Background: an optimization exercise with open tools, aiming at small area, a short achievable clock period and few clock cycles per item. Do not read the settings as production practice. The RTL was checked by simulation tests, not by an equivalence proof against the original design. Power is estimated from default activity; no workload was simulated.

==> flow/design.v <==
module sdf_deframer (
    input  wire       clk,
    input  wire       rst,
    input  wire       in_valid,
    input  wire [7:0] in_data,
    output wire       in_ready,
    output wire       out_valid,
    output wire [1:0] out_kind,
    output wire [7:0] out_data,
    output wire       out_last,
    input  wire       out_ready
);
    localparam integer CAP = 260;
    localparam integer QD  = 12;        
    localparam [1:0] KIND_FRAME   = 2'd0;
    localparam [1:0] KIND_LEN_ERR = 2'd1;
    localparam [1:0] KIND_CK_ERR  = 2'd2;
    localparam [2:0] S_SEEK0 = 3'd0;    
    localparam [2:0] S_SEEK1 = 3'd1;    
    localparam [2:0] S_TYPE  = 3'd2;
    localparam [2:0] S_LEN   = 3'd3;
    localparam [2:0] S_BODY  = 3'd4;    
    localparam [2:0] S_CKH   = 3'd5;
    localparam [2:0] S_CKL   = 3'd6;
    function [9:0] pinc;
        input [9:0] p;
        begin
            if (p[8:0] == CAP - 1)
                pinc = {~p[9], 9'd0};
            else
                pinc = {p[9], p[8:0] + 9'd1};
        end
    endfunction
    function [9:0] pdec;
        input [9:0] p;
        begin
            if (p[8:0] == 9'd0)
                pdec = {~p[9], 9'd259};
            else
                pdec = {p[9], p[8:0] - 9'd1};
        end
    endfunction
    function [8:0] pdist;
        input [9:0] a;
        input [9:0] b;
        begin
            if (a[9] == b[9])
                pdist = a[8:0] - b[8:0];
            else
                pdist = a[8:0] + 9'd260 - b[8:0];
        end
    endfunction
    reg  [7:0] mem [0:CAP-1];
    reg        in_rdy_q;
    reg        in_v;            
    reg  [7:0] in_d;
    reg  [9:0] wn;              
    reg  [2:0] st;
    reg  [9:0] sp;              
    reg  [9:0] cs;              
    reg        b0_55;           
    reg [15:0] sum;
    reg  [7:0] rem;
    reg        ckh_ok;          
    reg        pv55, pvAA;      
    reg        tf_ok;           
    reg  [9:0] tf;              
    reg        own_q;           
    reg        pown_q;          
    reg  [9:0] fp;              
    reg        fv_q;            
    reg        r_v;
    reg  [7:0] r_d;
    reg  [1:0] q_typ [0:QD-1];
    reg  [9:0] q_pos [0:QD-1];
    reg  [QD-1:0] qv;           
    reg        e_act;           
    reg  [9:0] ep;              
    reg  [8:0] occ_q;           
    reg  [2:0] eph;             
    reg  [7:0] erem;            
    reg        o_v;
    reg  [1:0] o_kind;
    reg  [7:0] o_data;
    reg        o_last;
    reg        s_v;
    reg  [1:0] s_kind;
    reg  [7:0] s_data;
    reg        s_last;
    assign in_ready  = in_rdy_q;
    assign out_valid = o_v;
    assign out_kind  = o_kind;
    assign out_data  = o_data;
    assign out_last  = o_last;
    reg  [8:0] ra_q;            
    wire [7:0] rbyte = mem[ra_q];
    wire       q_full = qv[QD-1];
    wire       s_go   = !q_full && (own_q ? r_v : in_v);
    wire [7:0] b      = own_q ? r_d : in_d;
    wire b55  = (b == 8'h55);
    wire bAA  = (b == 8'hAA);
    wire pair = (pv55 && bAA) || (pvAA && b55);       
    wire tf_hit = !tf_ok && pair;
    wire [9:0] sp_prev = pdec(sp);
    wire       nest_ok  = tf_ok || pair;
    wire [9:0] nest_pos = tf_ok ? tf : sp_prev;
    wire [9:0] sp_inc = pinc(sp);
    wire [9:0] cs_inc = pinc(cs);
    reg  [2:0] st_nx;
    reg  [9:0] sp_nx;
    reg  [9:0] cs_nx;
    reg        b0_55_nx;
    reg [15:0] sum_nx;
    reg  [7:0] rem_nx;
    reg        ckh_ok_nx;
    reg        tf_ok_nx;
    reg  [9:0] tf_nx;
    reg        jump;            
    reg        push;
    reg  [1:0] push_typ;
    reg  [9:0] push_pos;
    always @(*) begin
        st_nx    = st;
        sp_nx    = sp;
        cs_nx    = cs;
        b0_55_nx = b0_55;
        sum_nx   = sum;
        rem_nx   = rem;
        ckh_ok_nx = ckh_ok;
        tf_ok_nx = tf_ok;
        tf_nx    = tf;
        jump     = 1'b0;
        push     = 1'b0;
        push_typ = KIND_FRAME;
        push_pos = cs;
        if (s_go) begin
            sp_nx = sp_inc;
            if (st != S_SEEK0 && st != S_SEEK1 && tf_hit) begin
                tf_ok_nx = 1'b1;
                tf_nx    = sp_prev;
            end
            case (st)
                S_SEEK0: begin
                    if (b55 || bAA) begin
                        cs_nx    = sp;
                        b0_55_nx = b55;
                        st_nx    = S_SEEK1;
                    end
                end
                S_SEEK1: begin
                    if ((b0_55 && bAA) || (!b0_55 && b55)) begin
                        sum_nx   = (b0_55 ? 16'h0055 : 16'h00AA) + {8'd0, b};
                        tf_ok_nx = 1'b0;
                        st_nx    = S_TYPE;
                    end else if (b55 || bAA) begin
                        cs_nx    = sp;
                        b0_55_nx = b55;
                    end else begin
                        st_nx    = S_SEEK0;
                    end
                end
                S_TYPE: begin
                    sum_nx = sum + {8'd0, b};
                    st_nx  = S_LEN;
                end
                S_LEN: begin
                    if (b < 8'd2) begin
                        push     = 1'b1;
                        push_typ = KIND_LEN_ERR;
                        push_pos = cs_inc;
                        if (nest_ok) begin
                            jump  = 1'b1;
                            sp_nx = nest_pos;
                        end
                        st_nx = S_SEEK0;    
                    end else begin
                        sum_nx = sum + {8'd0, b};
                        rem_nx = b - 8'd1;
                        st_nx  = S_BODY;
                    end
                end
                S_BODY: begin
                    sum_nx = sum + {8'd0, b};
                    rem_nx = rem - 8'd1;
                    if (rem == 8'd1)
                        st_nx = S_CKH;
                end
                S_CKH: begin
                    ckh_ok_nx = (b == sum[15:8]);
                    st_nx     = S_CKL;
                end
                S_CKL: begin
                    push = 1'b1;
                    if (ckh_ok && (b == sum[7:0])) begin
                        push_typ = KIND_FRAME;
                        push_pos = cs;
                        st_nx    = S_SEEK0;
                    end else begin
                        push_typ = KIND_CK_ERR;
                        push_pos = cs_inc;
                        if (nest_ok) begin
                            jump  = 1'b1;
                            sp_nx = nest_pos;
                            st_nx = S_SEEK0;
                        end else if (b55 || bAA) begin
                            cs_nx    = sp;
                            b0_55_nx = b55;
                            st_nx    = S_SEEK1;
                        end else begin
                            st_nx    = S_SEEK0;
                        end
                    end
                end
                default: st_nx = S_SEEK0;
            endcase
        end
    end
    wire e_go   = !s_v;         
    wire q_has  = qv[0];
    wire h_frame = (q_typ[0] == KIND_FRAME);
    reg        pop;
    reg        bt_v;            
    reg  [1:0] bt_kind;
    reg        bt_frame;        
    reg        bt_last;
    reg        e_act_nx;
    reg  [9:0] ep_nx;
    reg  [2:0] eph_nx;
    reg  [7:0] erem_nx;
    always @(*) begin
        pop       = 1'b0;
        bt_v      = 1'b0;
        bt_kind   = KIND_FRAME;
        bt_frame  = 1'b1;
        bt_last   = 1'b0;
        e_act_nx  = e_act;
        ep_nx     = ep;
        eph_nx    = eph;
        erem_nx   = erem;
        if (e_go) begin
            if (e_act) begin
                if (!pown_q) begin
                    bt_v  = 1'b1;
                    ep_nx = pinc(ep);
                    if (eph == 3'd5) begin
                        erem_nx = erem - 8'd1;
                        if (erem == 8'd1) begin
                            bt_last  = 1'b1;
                            e_act_nx = 1'b0;
                        end
                    end else begin
                        eph_nx = eph + 3'd1;
                        if (eph == 3'd4)
                            erem_nx = s_data;      
                    end
                end
            end else if (q_has) begin
                if (h_frame) begin
                    if (!pown_q) begin
                        pop      = 1'b1;
                        bt_v     = 1'b1;
                        e_act_nx = 1'b1;
                        ep_nx    = pinc(q_pos[0]);
                        eph_nx   = 3'd1;
                    end
                end else begin
                    pop      = 1'b1;
                    bt_v     = 1'b1;
                    bt_kind  = q_typ[0];
                    bt_frame = 1'b0;
                    bt_last  = 1'b1;
                end
            end
        end
    end
    wire [7:0] bt_data = bt_frame ? rbyte : 8'd0;
    wire       a_free  = !o_v || out_ready;
    wire [9:0] s_need = (st == S_SEEK0) ? sp : cs;
    wire [9:0] hp     = e_act ? ep : (q_has ? q_pos[0] : s_need);
    wire       acc    = in_valid && in_rdy_q;
    wire [9:0] wn_nx  = in_v ? pinc(wn) : wn;
    wire [8:0] occ    = pdist(wn_nx, hp);
    wire occ_ok = in_v ? (acc ? (occ_q <= 9'd257) : (occ_q <= 9'd258))
                       : (acc ? (occ_q <= 9'd258) : (occ_q <= 9'd259));
    wire q_ok = push ? !qv[QD-3] : !qv[QD-2];
    wire       rmode_nx = jump || (s_go ? (sp_inc != wn_nx) : (sp != wn_nx));
    wire rdy_nx   = !rmode_nx && q_ok && occ_ok;
    wire f_room = !r_v || (s_go && own_q);
    wire f_go   = pown_q && fv_q && (fp != wn) && f_room;
    wire [9:0] fp_pre = f_go ? pinc(fp) : fp;
    wire [9:0] fp_nx  = (!own_q || jump) ? sp_nx : fp_pre;
    wire       pown_nx = own_q && !q_full;
    wire       fv_nx   = own_q && !jump;
    wire [9:0] qh_nx = pop ? (qv[1] ? q_pos[1] : cs)
                           : (qv[0] ? q_pos[0] : cs);
    wire [9:0] ra_pos = pown_nx ? fp_pre : (e_act_nx ? ep_nx : qh_nx);
    wire [8:0] ra_nx  = ra_pos[8:0];
    integer i;
    always @(posedge clk) begin
        in_d <= in_data;
        if (in_v)
            mem[wn[8:0]] <= in_d;
        if (f_go)
            r_d <= rbyte;
        if (a_free) begin
            o_kind <= s_v ? s_kind : bt_kind;
            o_data <= s_v ? s_data : bt_data;
            o_last <= s_v ? s_last : bt_last;
        end
        if (bt_v) begin
            s_kind <= bt_kind;
            s_data <= bt_data;
            s_last <= bt_last;
        end
        ckh_ok <= ckh_ok_nx;
        sum <= sum_nx;
        rem <= rem_nx;
        b0_55 <= b0_55_nx;
        cs <= cs_nx;
        tf <= tf_nx;
        ep <= ep_nx;
        eph <= eph_nx;
        erem <= erem_nx;
        ra_q <= ra_nx;
        if (s_go && st != S_SEEK0) begin
            pv55 <= b55;
            pvAA <= bAA;
        end
        for (i = 0; i < QD; i = i + 1) begin
            if (push && (pop ? (qv[i] && (i == QD - 1 || !qv[(i+1) % QD]))
                             : (!qv[i] && (i == 0 || qv[(i+QD-1) % QD])))) begin
                q_typ[i] <= push_typ;
                q_pos[i] <= push_pos;
            end else if (pop) begin
                if (i < QD - 1) begin
                    q_typ[i] <= q_typ[i+1];
                    q_pos[i] <= q_pos[i+1];
                end
            end
        end
    end
    always @(posedge clk) begin
        if (rst) begin
            in_rdy_q <= 1'b0;
            in_v     <= 1'b0;
            wn       <= 10'd0;
            st       <= S_SEEK0;
            sp       <= 10'd0;
            tf_ok    <= 1'b0;
            own_q    <= 1'b0;
            pown_q   <= 1'b0;
            fp       <= 10'd0;
            r_v      <= 1'b0;
            qv       <= {QD{1'b0}};
            fv_q     <= 1'b0;
            occ_q    <= 9'd0;
            e_act    <= 1'b0;
            o_v      <= 1'b0;
            s_v      <= 1'b0;
        end else begin
            in_rdy_q <= rdy_nx;
            in_v     <= acc;
            wn       <= wn_nx;
            st       <= st_nx;
            sp       <= sp_nx;
            tf_ok    <= tf_ok_nx;
            own_q    <= rmode_nx;
            pown_q   <= pown_nx;
            fp       <= fp_nx;
            if (jump || !own_q)
                r_v <= 1'b0;
            else if (f_go)
                r_v <= 1'b1;
            else if (s_go)
                r_v <= 1'b0;
            if (push && !pop)
                qv <= {qv[QD-2:0], 1'b1};
            else if (pop && !push)
                qv <= {1'b0, qv[QD-1:1]};
            fv_q     <= fv_nx;
            occ_q    <= occ;
            e_act    <= e_act_nx;
            if (a_free)
                o_v <= s_v || bt_v;
            s_v      <= (s_v || bt_v) && !a_free;
        end
    end
endmodule
clock: 10.0 ns
lec_check: 0
cap_margin: 20
core_margin: 2
core_utilization: 65
place_density: 0.75
setup_slack_margin: 5
slew_margin: 20
tns_end_percent: 100
standard.sh (not shown) runs the stock make flow with config.mk's settings and CLKGATE_MAP_FILE= SYNTH_SCRIPT=/design/flow/synth_recipe.tcl, a recipe that flattens the netlist after the stock synthesis.
==> flow/flow/run.sh <==
#!/bin/bash
set -euo pipefail
MARGIN=$(cat flow/margin.txt)
CTS="-sink_clustering_enable -repair_clock_nets -dont_use_dummy_load $(cat flow/cts_args.txt)"
bash standard.sh SETUP_SLACK_MARGIN="$MARGIN" CTS_ARGS="$CTS" finish > flow_make.log 2>&1
==> flow/flow/cts_args.txt <==
-sink_clustering_size 30 -sink_clustering_max_diameter 60
==> flow/flow/margin.txt <==
6.8
Testbench counts at the start, summed over its fixed seeds: cycles 33,943, bytes 32,412.
Rerun with:
--- a/flow/design.v
+++ b/flow/design.v
@@ -78,8 +78,12 @@
     reg  [9:0] ep;              
     reg  [8:0] occ_q;           
     reg  [2:0] eph;             
     reg  [7:0] erem;            
+    reg        c_v;
+    reg  [1:0] c_kind;
+    reg  [7:0] c_data;
+    reg        c_last;
     reg        o_v;
     reg  [1:0] o_kind;
     reg  [7:0] o_data;
     reg        o_last;
@@ -241,18 +245,18 @@
             if (e_act) begin
                 if (!pown_q) begin
                     bt_v  = 1'b1;
                     ep_nx = pinc(ep);
-                    if (eph == 3'd5) begin
+                    if (eph == 3'd4) begin
                         erem_nx = erem - 8'd1;
-                        if (erem == 8'd1) begin
+                        if (erem == 8'd0) begin
                             bt_last  = 1'b1;
                             e_act_nx = 1'b0;
                         end
                     end else begin
                         eph_nx = eph + 3'd1;
-                        if (eph == 3'd4)
-                            erem_nx = s_data;      
+                        if (eph == 3'd3)
+                            erem_nx = rbyte;       
                     end
                 end
             end else if (q_has) begin
                 if (h_frame) begin
@@ -274,8 +278,12 @@
         end
     end
     wire [7:0] bt_data = bt_frame ? rbyte : 8'd0;
     wire       a_free  = !o_v || out_ready;
+    wire       a_v     = s_v || bt_v;
+    wire [1:0] a_kind  = s_v ? s_kind : bt_kind;
+    wire [7:0] a_data  = s_v ? s_data : bt_data;
+    wire       a_last  = s_v ? s_last : bt_last;
     wire [9:0] s_need = (st == S_SEEK0) ? sp : cs;
     wire [9:0] hp     = e_act ? ep : (q_has ? q_pos[0] : s_need);
     wire       acc    = in_valid && in_rdy_q;
     wire [9:0] wn_nx  = in_v ? pinc(wn) : wn;
@@ -301,12 +309,15 @@
         if (in_v)
             mem[wn[8:0]] <= in_d;
         if (f_go)
             r_d <= rbyte;
-        if (a_free) begin
-            o_kind <= s_v ? s_kind : bt_kind;
-            o_data <= s_v ? s_data : bt_data;
-            o_last <= s_v ? s_last : bt_last;
+        o_kind <= a_free ? a_kind : c_kind;
+        o_data <= a_free ? a_data : c_data;
+        o_last <= a_free ? a_last : c_last;
+        if (!(o_v && !out_ready)) begin
+            c_kind <= a_kind;
+            c_data <= a_data;
+            c_last <= a_last;
         end
         if (bt_v) begin
             s_kind <= bt_kind;
             s_data <= bt_data;
@@ -355,8 +366,9 @@
             fv_q     <= 1'b0;
             occ_q    <= 9'd0;
             e_act    <= 1'b0;
             o_v      <= 1'b0;
+            c_v      <= 1'b0;
             s_v      <= 1'b0;
         end else begin
             in_rdy_q <= rdy_nx;
             in_v     <= acc;
@@ -379,10 +391,11 @@
                 qv <= {1'b0, qv[QD-1:1]};
             fv_q     <= fv_nx;
             occ_q    <= occ;
             e_act    <= e_act_nx;
-            if (a_free)
-                o_v <= s_v || bt_v;
+            o_v      <= a_free ? a_v : c_v;
+            if (!(o_v && !out_ready))
+                c_v <= a_v;
             s_v      <= (s_v || bt_v) && !a_free;
         end
     end
 endmodule
Result: Global-route usage went down by 2.1 points; worst setup slack gets better by 0.11 ns; first-iteration DRC count climbs by 2.8%; utilization goes down by 1.2 points; combinational power rose by 32%; sequential power stays flat; fmax rose by 3.1%; count of clock-buffer cells in the layout falls by 3.
Testbench counts after the change, summed over its fixed seeds: cycles 33,943, bytes 32,412.

what the ideal ports hide:
In the flow no input, the clock included, has a driving cell. The finished layouts below were timed again as built, in two steps. Step 1, drivers: a clkbuf_16 drives clk and a buf_2 each remaining input, both assumed. Step 2, shift: input delay + t, output delay - t, t = (earliest + latest rising clock arrival at the registers) / 2. This alone moves slack from input paths to output paths. a / b / c = no drivers / after step 1 / after step 2; a / b = the first two.
run | shift t [ns] | setup WS [ns] | clock arrival spread, ns
the first run | 0.863 | 6.452 / 6.368 / 6.095 | 0.084 / 0.084
the second run | 0.856 | 6.559 / 6.559 / 6.112 | 0.094 / 0.094
After both steps setup and hold are still met in every run listed. For the second run, which loses most, drivers alone change the setup slack by 0.000 ns; drivers and shift together by -0.447 ns.
